Source: an optimization exercise on an open RTL-to-GDS flow (aim: small area and a short achievable clock period). Production flows keep margins and buffers that such runs may drop.
The RTL was checked by simulation tests, not by an equivalence proof against the original design.

==> fjord: inputs <==
## dlts
module dlts (
    input  wire        clk,
    input  wire        rst,
    input  wire        tick,
    input  wire        zc_in,
    input  wire        cmd_valid,
    input  wire [31:0] cmd_word,
    output wire        ready,
    output reg         rsp_valid,
    output reg  [3:0]  rsp_status,
    output reg  [31:0] rsp_data,
    output reg  [15:0] gate,
    output wire        zc_pullup_en
);
    localparam N = 16;
    localparam [13:0] NEVER14 = 14'h3FFF;
    localparam [13:0] SEMI_50 = 14'd10000;
    localparam [13:0] SEMI_60 = 14'd8333;
    localparam [3:0] ST_OK       = 4'd0;
    localparam [3:0] ST_CAPACITY = 4'd1;
    localparam [3:0] ST_BAD_ID   = 4'd2;
    localparam [3:0] ST_BAD_OP   = 4'd3;
    localparam [3:0] ST_BAD_ARG  = 4'd4;
    localparam [3:0] ST_BAD_REG  = 4'd5;
    localparam [2:0] R_ZERO = 3'd0;
    localparam [2:0] R_IDX  = 3'd1;
    localparam [2:0] R_DLY  = 3'd2;
    localparam [2:0] R_SEMI = 3'd3;
    localparam [2:0] R_FREQ = 3'd4;
    localparam [2:0] R_REG  = 3'd5;
    localparam [2:0] R_CHAN = 3'd6;
    function lt14;
        input [13:0] a, b;
        reg   [15:0] l, e;
        integer      q, w;
        begin
            l = 16'd0;
            e = 16'hFFFF;
            for (q = 0; q < 14; q = q + 1) begin
                l[q] = ~a[q] & b[q];
                e[q] = ~(a[q] ^ b[q]);
            end
            for (w = 1; w < 16; w = w * 2)
                for (q = 0; q < 16; q = q + 2 * w) begin
                    l[q] = l[q + w] | (e[q + w] & l[q]);
                    e[q] = e[q + w] & e[q];
                end
            lt14 = l[0];
        end
    endfunction
    function [15:0] add16;
        input [15:0] a, b;
  ...
Settings: LEC_CHECK=0, CAP_MARGIN=20, CORE_MARGIN=2, CORE_UTILIZATION=40, PLACE_DENSITY=0.6, SETUP_SLACK_MARGIN=3, SLEW_MARGIN=20; clock period 10.0 ns.
run.sh (not shown) runs the stock make flow with config.mk's settings and CLKGATE_MAP_FILE= SYNTH_SCRIPT=/design/flow/synth_recipe.tcl, a recipe that flattens the netlist after the stock synthesis.
==> raven: changes against fjord <==
--- a/flow/design.v
+++ b/flow/design.v
@@ -109,65 +109,53 @@
     reg [31:0] now;
     reg [16:0] el;           
     reg        tmr_armed;
     reg [13:0] arm_value;
     reg [31:0] arm_epoch;
     reg [31:0] fire_epoch;
     reg [31:0] tfire_cnt;
     reg [31:0] stale_cnt;
-    reg [N-1:0] ok_r;        
-    reg [15:0] semi3_r;      
-    reg [18:0] d0_r;         
-    reg [13:0] cnt_pre;      
-    reg        zc_next;      
-    reg        sel_semi;     
-    reg        may_exp;      
-    reg        use_tb_r;     
+    reg [13:0] tbound;
+    reg        av_ok;
     reg        fm_fix;
     reg        apend;        
     reg        held;
     reg [31:0] hold_w;
     reg [2:0]  rsp_sel;
     reg [4:0]  rsp_a;
     reg        div_busy;
     reg [18:0] div_rem;
     reg [6:0]  div_q;
     assign ready        = !div_busy && !fm_fix && !held;
     assign zc_pullup_en = pullup_r;
-    reg [13:0] semi;         
+    reg [13:0] semi;
+    always @(*) begin
+        case (fmode)
+            2'd0:    semi = SEMI_50;
+            2'd1:    semi = SEMI_60;
+            default: semi = semi_valid ? semi_meas : 14'd0;
+        endcase
+    end
     wire semi_nz = (fmode != 2'd2) || semi_valid;
     wire [16:0] el_inc  = el[16] ? el : el + 17'd1;
     wire [31:0] now_inc = now + 32'd1;
-    wire         use_tb;
-    wire [13:0]  cmp_x;
-    reg  [N-1:0] c_lt, c_eq;
-    integer i0;
-    always @(*) begin
-        for (i0 = 0; i0 < N; i0 = i0 + 1) begin
-            c_lt[i0] = lt14(cmp_x, dly_r[i0]);
-            c_eq[i0] = (cmp_x == dly_r[i0]);
-        end
-    end
     reg  [N-1:0] zero_m;     
     reg  [N-1:0] one_m;      
     reg  [N-1:0] tf_m;       
     reg  [N-1:0] le_m;       
-    reg  [N-1:0] ok_m;       
     reg  [N-1:0] tc_m;       
     integer i;
     always @(*) begin
         for (i = 0; i < N; i = i + 1) begin
-            le_m[i]   = !zc_next ? !c_lt[i] :
-                        apend   ? (dly_r[i] == 14'd0) : (dly_r[i][13:1] == 13'd0);
-            ok_m[i]   = sel_semi ? !(c_lt[i] || c_eq[i]) : ok_r[i];
+            le_m[i]   = !lt14(tbound, dly_r[i]);
             zero_m[i] = ch_act[i] && (dly_r[i] == 14'd0);
             one_m[i]  = ch_act[i] && (dly_r[i] == 14'd1);
-            tf_m[i]   = ch_act[i] && !ch_fired[i] && le_m[i] && ok_m[i];
-            tc_m[i]   = ch_act[i] && !ch_fired[i] && !le_m[i] && ok_m[i];
+            tf_m[i]   = ch_act[i] && !ch_fired[i] && le_m[i] && semi_nz;
+            tc_m[i]   = ch_act[i] && !ch_fired[i] && !le_m[i];
         end
     end
     reg  [N-1:0] prec [0:N-1];       
     reg  [N-1:0] win;
     reg  [13:0]  m_c;
     integer i2, j2;
     always @(*) begin
         for (i2 = 0; i2 < N; i2 = i2 + 1) begin
@@ -178,17 +166,17 @@
                 else if (j2 < i2)
                     win[i2] = win[i2] & (!tc_m[j2] | !prec[j2][i2]);
             end
         end
         m_c = 14'd0;
         for (i2 = 0; i2 < N; i2 = i2 + 1)
             m_c = m_c | ({14{win[i2]}} & dly_r[i2]);
     end
-    wire armed_c = |tc_m;
+    wire armed_c = av_ok && (|tc_m) && lt14(m_c, semi);
     reg        free_found;
     reg [3:0]  free_idx;
     integer    k;
     always @(*) begin
         free_found = 1'b0;
         free_idx   = 4'd0;
         for (k = N - 1; k >= 0; k = k - 1) begin
             if (!ch_act[k]) begin
@@ -212,41 +200,40 @@
     wire        samp_en   = zc_state && (fmon_cont || fmon_req);
     wire        ir0       = (el     >= 17'd7692) && (el     <= 17'd11111);
     wire        ir1       = (el_inc >= 17'd7692) && (el_inc <= 17'd11111);
     wire        in_range  = tk ? ir1 : ir0;
     wire        take      = qual && samp_en && in_range;
     wire        oor_inc   = qual && samp_en && !in_range;
     wire [13:0] meas_n    = take ? el_t[13:0] : semi_meas;
     wire        valid_n   = take || semi_valid;
+    reg  [13:0] semi_n;
+    always @(*) begin
+        case (fmode)
+            2'd0:    semi_n = SEMI_50;
+            2'd1:    semi_n = SEMI_60;
+            default: semi_n = valid_n ? meas_n : 14'd0;
+        endcase
+    end
     wire        semi_n_nz = (fmode != 2'd2) || valid_n;
     wire        one_arm   = (|one_m) && semi_n_nz;
     wire        svc_t     = expire && !qual;
-    wire        e_next    = tk ? (el_inc[13:0] + 14'd1 == arm_value) : exp_if_tick;
-    wire        may_exp_n = qual || svc_t || apend || (tmr_armed && e_next);
     wire [N-1:0] fire_m = qual ? (semi_n_nz ? zero_m : {N{1'b0}}) :
                           svc_t ? tf_m : {N{1'b0}};
     reg  [15:0]  fire_g;
     integer g, h;
     always @(*) begin
         for (g = 0; g < 16; g = g + 1) begin
             fire_g[g] = 1'b0;
             for (h = 0; h < N; h = h + 1)
                 fire_g[g] = fire_g[g] | (fire_m[h] && pin_r[h] == g[3:0]);
         end
     end
-    wire        w_dly   = (cmd_word[31:28] == 4'h1) || (cmd_word[31:28] == 4'h3);
-    wire        h_dly   = (hold_w[31:28] == 4'h1) || (hold_w[31:28] == 4'h3);
-    wire        r_cnt   = (cmd_word[31:28] == 4'h9) && (cmd_word[23:16] == 8'h08);
-    wire        hold    = ready && cmd_valid && (zc_edge || (w_dly && (use_tb_r || sel_semi)) ||
-                                                 (r_cnt && may_exp));
-    wire        h_rcnt  = (hold_w[31:28] == 4'h9) && (hold_w[23:16] == 8'h08);
-    wire        keep    = held && ((h_dly && sel_semi) || (h_rcnt && apend));
-    wire        held_n  = hold || keep;
-    wire        cmd     = (held && !keep) || (ready && cmd_valid && !hold);
+    wire        hold    = ready && cmd_valid && qual;
+    wire        cmd     = held || (ready && cmd_valid && !qual);
     wire [31:0] c_w     = held ? hold_w : cmd_word;
     wire [3:0]  c_op    = c_w[31:28];
     wire [7:0]  c_a     = c_w[23:16];
     wire [15:0] c_b     = c_w[15:0];
     wire [3:0]  c_ai    = c_a[3:0];
     wire        c_a16   = (c_a[7:4] == 4'd0);
     wire        c_id_ok = c_a16 && ch_act[c_ai];
     reg [31:0] c_mask;
@@ -291,67 +278,41 @@
             default: ;
             endcase
         end
     end
     wire c_ok = cmd && (c_status == ST_OK);
     wire do_reg     = c_ok && (c_op == 4'h1);
     wire do_rel     = c_ok && (c_op == 4'h2);
     wire do_setd    = c_ok && (c_op == 4'h3);
-    wire do_freq    = c_ok && (c_op == 4'h6) && semi_nz;
+    wire do_freq    = c_ok && (c_op == 4'h6) && semi_n_nz;
     wire do_fmode   = c_ok && (c_op == 4'h7);
     wire do_wmr     = c_ok && (c_op == 4'h8) && c_a[0];
     wire do_wctl    = c_ok && (c_op == 4'h8) && !c_a[0];
     wire do_quiesce = do_wctl && !c_b[0];
     wire do_meas    = c_ok && (c_op == 4'hA);
-    wire        fm_fix_n = do_fmode && (tmr_armed || apend);
-    reg  [13:0] semi_next;
-    always @(*) begin
-        case (do_fmode ? c_b[1:0] : fmode)
-            2'd0:    semi_next = SEMI_50;
-            2'd1:    semi_next = SEMI_60;
-            default: semi_next = valid_n ? meas_n : 14'd0;
-        endcase
-    end
-    wire [15:0] el3    = {2'b00, el_t[13:0]} + {1'b0, el_t[13:0], 1'b0};
-    wire [15:0] meas3  = {2'b00, semi_meas} + {1'b0, semi_meas, 1'b0};
-    reg  [15:0] semi3_next;
-    always @(*) begin
-        case (do_fmode ? c_b[1:0] : fmode)
-            2'd0:    semi3_next = 16'd30000;
-            2'd1:    semi3_next = 16'd24999;
-            default: semi3_next = !valid_n ? 16'd0 : take ? el3 : meas3;
-        endcase
-    end
-    always @(posedge clk) begin
-        semi    <= rst ? SEMI_50    : semi_next;
-        cnt_pre <= arm_value - el[13:0] - {13'd0, tk};
-        semi3_r <= rst ? 16'd30000 : semi3_next;
-        d0_r    <= rst ? 19'd505000 : 19'd500000 + {6'd0, semi_next[13:1]};
-    end
-    wire        b_ge_semi = ({2'b00, semi} <= c_b);
+    wire        b_ge_semi = ({2'b00, semi_n} <= c_b);
     wire        setd_nv   = (c_b == 16'hFFFF) || b_ge_semi;
     wire [13:0] setd_v    = setd_nv ? NEVER14 : c_b[13:0];
     wire        dly_wr = do_reg || do_setd;
     wire [3:0]  wr_a   = do_reg ? free_idx : c_ai;
     wire        v_nv   = do_reg || setd_nv;
-    assign      use_tb = use_tb_r;
-    assign      cmp_x  = sel_semi ? semi : use_tb ? arm_value : c_b[13:0];
     reg  [N-1:0] v_lt, v_le;
     integer q1;
     always @(*) begin
         for (q1 = 0; q1 < N; q1 = q1 + 1) begin
-            v_lt[q1] = v_nv ? 1'b0 : c_lt[q1];
-            v_le[q1] = v_nv ? (dly_r[q1] == NEVER14) : (c_lt[q1] || c_eq[q1]);
+            v_lt[q1] = v_nv ? 1'b0 : lt14(c_b[13:0], dly_r[q1]);
+            v_le[q1] = v_nv ? (dly_r[q1] == NEVER14) :
+                              (lt14(c_b[13:0], dly_r[q1]) || c_b[13:0] == dly_r[q1]);
         end
     end
-    wire [18:0] div_d0 = d0_r;
+    wire [18:0] div_d0 = 19'd500000 + {6'd0, semi[13:1]};
     wire [15:0] semi1  = {2'b00, semi};
     wire [15:0] semi2  = {1'b0, semi, 1'b0};
-    wire [15:0] semi3  = semi3_r;
+    wire [15:0] semi3  = add16(semi1, semi2);
     function [17:0] r4step;      
         input [15:0] r;
         input [15:0] s1, s2, s3;
         reg   [16:0] t1, t2, t3;
         begin
             t1 = sub16(r, s1);
             t2 = sub16(r, s2);
             t3 = sub16(r, s3);
@@ -373,17 +334,17 @@
             da[20:6] = da6[14:0];
         da54 = r4step(da[19:4], semi1, semi2, semi3);
         da[19:4] = da54[15:0];
         db   = div_rem;
         db32 = r4step(db[17:2], semi1, semi2, semi3);
         db[17:2] = db32[15:0];
         db10 = r4step(db[15:0], semi1, semi2, semi3);
     end
-    wire [13:0] tmr_cnt = tmr_armed ? cnt_pre : 14'd0;
+    wire [13:0] tmr_cnt = tmr_armed ? (arm_value - el[13:0]) : 14'd0;
     wire [13:0] rd_d    = dly_r[rsp_a[3:0]];
     wire [15:0] rd_d16  = {{2{rd_d[13] & rd_d[12]}}, rd_d};
     reg [31:0] reg_view;
     always @(*) begin
         case (rsp_a)
             5'h00: reg_view = {27'd0, fmon_cont, pullup_r, pol, en};
             5'h01: reg_view = {16'd0, min_retrig};
             5'h02: reg_view = {30'd0, fmode};
@@ -441,29 +402,32 @@
             now        <= 32'd0;
             el         <= 17'd0;
             tmr_armed  <= 1'b0;
             arm_value  <= 14'd0;
             arm_epoch  <= 32'd0;
             fire_epoch <= 32'd0;
             tfire_cnt  <= 32'd0;
             stale_cnt  <= 32'd0;
+            tbound     <= 14'd0;
+            av_ok      <= 1'b0;
             fm_fix     <= 1'b0;
-            may_exp    <= 1'b0;
-            use_tb_r   <= 1'b0;
-            zc_next    <= 1'b0;
-            sel_semi   <= 1'b0;
-            ok_r       <= {N{1'b0}};
             apend      <= 1'b0;
             held       <= 1'b0;
+            hold_w     <= 32'd0;
             gate       <= 16'd0;
             rsp_valid  <= 1'b0;
+            rsp_status <= 4'd0;
+            rsp_sel    <= R_ZERO;
+            rsp_a      <= 5'd0;
             div_busy   <= 1'b0;
             for (p = 0; p < N; p = p + 1)
                 prec[p] <= {N{1'b1}};
+            div_rem    <= 19'd0;
+            div_q      <= 7'd0;
         end else begin
             now <= now_t;
             el  <= qual ? 17'd0 : el_t;
             if (ready)
                 zc_prev <= zc_in;
             if (expire) begin
                 fire_epoch <= arm_epoch;
                 tfire_cnt  <= tfire_cnt + 32'd1;
@@ -476,89 +440,90 @@
                     semi_valid <= 1'b1;
                 end
                 if (oor_inc)
                     oor_cnt <= oor_cnt + 32'd1;
                 epoch    <= epoch + 32'd1;
                 t_edge   <= now_t;
                 zc_state <= 1'b1;
             end
-            may_exp  <= may_exp_n;
-            use_tb_r <= may_exp_n && !held_n;
-            zc_next  <= qual;
-            sel_semi <= qual || fm_fix_n;
-            if (sel_semi)
-                ok_r <= ok_m;
             apend <= 1'b0;
             if (apend && armed_c) begin
                 tmr_armed <= 1'b1;
                 arm_value <= m_c;
                 arm_epoch <= epoch;
+                tbound    <= m_c;
             end
             if (qual) begin
                 gate     <= fire_g;
                 ch_fired <= fire_m;
+                av_ok    <= 1'b1;
                 if (one_arm) begin
                     tmr_armed <= 1'b1;
                     arm_value <= 14'd1;
                     arm_epoch <= epoch + 32'd1;
+                    tbound    <= 14'd1;
                 end else begin
                     tmr_armed <= 1'b0;
+                    tbound    <= 14'd0;
                     apend     <= 1'b1;
                 end
             end else if (svc_t) begin
                 gate      <= gate | fire_g;
                 ch_fired  <= ch_fired | fire_m;
                 tmr_armed <= armed_c;
                 if (armed_c) begin
                     arm_value <= m_c;
-                    end
+                    tbound    <= m_c;
+                end
             end
             if (take || do_meas)
                 fmon_req <= do_meas;
             for (p = 0; p < N; p = p + 1) begin
                 if (do_reg && free_idx == p[3:0]) begin
                     pin_r[p]    <= c_a[3:0];
                     dly_r[p]    <= NEVER14;
                     ch_act[p]   <= 1'b1;
                     ch_fired[p] <= 1'b0;
                 end
                 if (do_rel && c_ai == p[3:0])
                     ch_act[p] <= 1'b0;
-                if (do_setd && c_ai == p[3:0]) begin
+                if (do_setd && c_ai == p[3:0])
                     dly_r[p] <= setd_v;
-                    ok_r[p]  <= !setd_nv;
-                end
-                if (do_reg && free_idx == p[3:0])
-                    ok_r[p]  <= 1'b0;
                 for (q2 = p + 1; q2 < N; q2 = q2 + 1) begin
                     if (dly_wr && wr_a == p[3:0])
                         prec[p][q2] <= v_le[q2];
                     else if (dly_wr && wr_a == q2[3:0])
                         prec[p][q2] <= !v_lt[p];
                 end
             end
-            if (do_fmode)
+            if (do_fmode) begin
                 fmode  <= c_b[1:0];
-            fm_fix <= fm_fix_n;
+                fm_fix <= tmr_armed || apend;
+            end
             if (do_wmr)
                 min_retrig <= c_b;
             if (do_wctl) begin
                 en        <= c_b[0];
                 pol       <= c_b[2:1];
                 pullup_r  <= c_b[3];
                 fmon_cont <= c_b[4];
             end
             if (do_quiesce) begin
                 tmr_armed <= 1'b0;
                 gate      <= 16'd0;
                 ch_fired  <= {N{1'b0}};
                 zc_state  <= 1'b0;
             end
-            held <= held_n;
+            if (fm_fix) begin
+                fm_fix <= 1'b0;
+                av_ok  <= lt14(arm_value, semi);
+                tbound <= lt14(arm_value, semi) ? arm_value : semi - 14'd1;
+            end
+            held <= hold;
             if (hold)
                 hold_w <= cmd_word;
             rsp_valid <= 1'b0;
             if (cmd) begin
                 rsp_status <= c_status;
                 rsp_sel    <= c_sel;
                 rsp_a      <= (c_op == 4'h1) ? {1'b0, free_idx} : c_a[4:0];
                 if (do_freq) begin
==> flow/config.mk (replaced) <==
export PLATFORM = sky130hd
export DESIGN_NAME = dlts
export DESIGN_NICKNAME = dlts
export VERILOG_FILES = /design/flow/design.v
export SDC_FILE = /design/flow/constraint.sdc
export NUM_CORES = 4
export LEC_CHECK = 0
export CAP_MARGIN = 20
export CORE_MARGIN = 2
export CORE_UTILIZATION = 40
export PLACE_DENSITY = 0.6
export SLEW_MARGIN = 20
==> umber: changes against fjord <==
--- a/flow/design.v
+++ b/flow/design.v
@@ -231,17 +231,17 @@
             fire_g[g] = 1'b0;
             for (h = 0; h < N; h = h + 1)
                 fire_g[g] = fire_g[g] | (fire_m[h] && pin_r[h] == g[3:0]);
         end
     end
     wire        w_dly   = (cmd_word[31:28] == 4'h1) || (cmd_word[31:28] == 4'h3);
     wire        h_dly   = (hold_w[31:28] == 4'h1) || (hold_w[31:28] == 4'h3);
     wire        r_cnt   = (cmd_word[31:28] == 4'h9) && (cmd_word[23:16] == 8'h08);
-    wire        hold    = ready && cmd_valid && (zc_edge || (w_dly && (use_tb_r || sel_semi)) ||
+    wire        hold    = ready && cmd_valid && (qual || (w_dly && (use_tb_r || sel_semi)) ||
                                                  (r_cnt && may_exp));
     wire        h_rcnt  = (hold_w[31:28] == 4'h9) && (hold_w[23:16] == 8'h08);
     wire        keep    = held && ((h_dly && sel_semi) || (h_rcnt && apend));
     wire        held_n  = hold || keep;
     wire        cmd     = (held && !keep) || (ready && cmd_valid && !hold);
     wire [31:0] c_w     = held ? hold_w : cmd_word;
     wire [3:0]  c_op    = c_w[31:28];
     wire [7:0]  c_a     = c_w[23:16];
@@ -297,17 +297,17 @@
     wire do_rel     = c_ok && (c_op == 4'h2);
     wire do_setd    = c_ok && (c_op == 4'h3);
     wire do_freq    = c_ok && (c_op == 4'h6) && semi_nz;
     wire do_fmode   = c_ok && (c_op == 4'h7);
     wire do_wmr     = c_ok && (c_op == 4'h8) && c_a[0];
     wire do_wctl    = c_ok && (c_op == 4'h8) && !c_a[0];
     wire do_quiesce = do_wctl && !c_b[0];
     wire do_meas    = c_ok && (c_op == 4'hA);
-    wire        fm_fix_n = do_fmode && (tmr_armed || apend);
+    wire        fm_fix_n = do_fmode && (tmr_armed || apend || qual);
     reg  [13:0] semi_next;
     always @(*) begin
         case (do_fmode ? c_b[1:0] : fmode)
             2'd0:    semi_next = SEMI_50;
             2'd1:    semi_next = SEMI_60;
             default: semi_next = valid_n ? meas_n : 14'd0;
         endcase
     end
==> flow/config.mk (replaced) <==
export PLATFORM = sky130hd
export DESIGN_NAME = dlts
export DESIGN_NICKNAME = dlts
export VERILOG_FILES = /design/flow/design.v
export SDC_FILE = /design/flow/constraint.sdc
export NUM_CORES = 4
export LEC_CHECK = 0
export CAP_MARGIN = 20
export CORE_MARGIN = 2
export CORE_UTILIZATION = 40
export PLACE_DENSITY = 0.6
export SETUP_SLACK_MARGIN = 4
export SLEW_MARGIN = 20
==> impl_metrics.tcl <==
set metrics [dict create \
    slew_headroom_pct 20.9 \
    final_nets 9260 \
    vias 77100 \
    n_clock_buffer 133 \
    clock.fmax_mhz 163 \
    status "finished clean" \
    place.gp.congestion 1.07 \
    synth_adder_area_share_pct 9.18 \
    regArea_mm2 0.0193 \
    path_class "register to primary output" \
]
# the run above: umber

==> impl_metrics.tcl <==
set metrics [dict create \
    n_clock_buffer 138 \
    final_nets 9288 \
    vias 75089 \
    place.gp.congestion 1.09 \
    slew_headroom_pct 10.9 \
    synth_adder_area_share_pct 13.1 \
    clock.fmax_mhz 112 \
    status "finished clean" \
]
# the run above: raven

==> impl_metrics.tcl <==
set metrics [dict create \
    slew_headroom_pct 10.9 \
    status "finished clean" \
    clock.fmax_mhz 140 \
    place.gp.congestion 1.09 \
    regArea_mm2 0.0193 \
    n_clock_buffer 151 \
    final_nets 8539 \
    synth_adder_area_share_pct 9.30 \
]
# the run above: fjord

Testbench counts of fjord, summed over its fixed seeds: busy cycles 184.
Testbench counts of raven, summed over its fixed seeds: busy cycles 182.
Testbench counts of umber, summed over its fixed seeds: busy cycles 184.

port drivers added, routing unchanged:
In the flow no input, the clock included, has a driving cell. The finished layouts below were timed again as built, in two steps.
Step 1 assumes that a clkbuf_16 drives the clock port and a buf_2 every other input.
Step 2 times the ports against the registers' clock, not the clock port: input delays grow and output delays shrink by t, the midpoint of the rising clock arrivals with the driver on.
Three values: no drivers, after step 1, after step 2; two values: the first two.
run | t, ns | setup WS [ns] | worst setup path at the end
fjord | 0.887 | 2.856 / 2.846 / 2.021 | input to register
raven | 0.884 | 1.043 / 1.043 / 1.043 | register to register
umber | 0.899 | 3.856 / 3.762 / 3.094 | input to register
After both steps setup and hold are still met in every run listed. The setup slack of fjord, which loses most, moves by -0.010 ns with the drivers and by -0.835 ns with both steps.
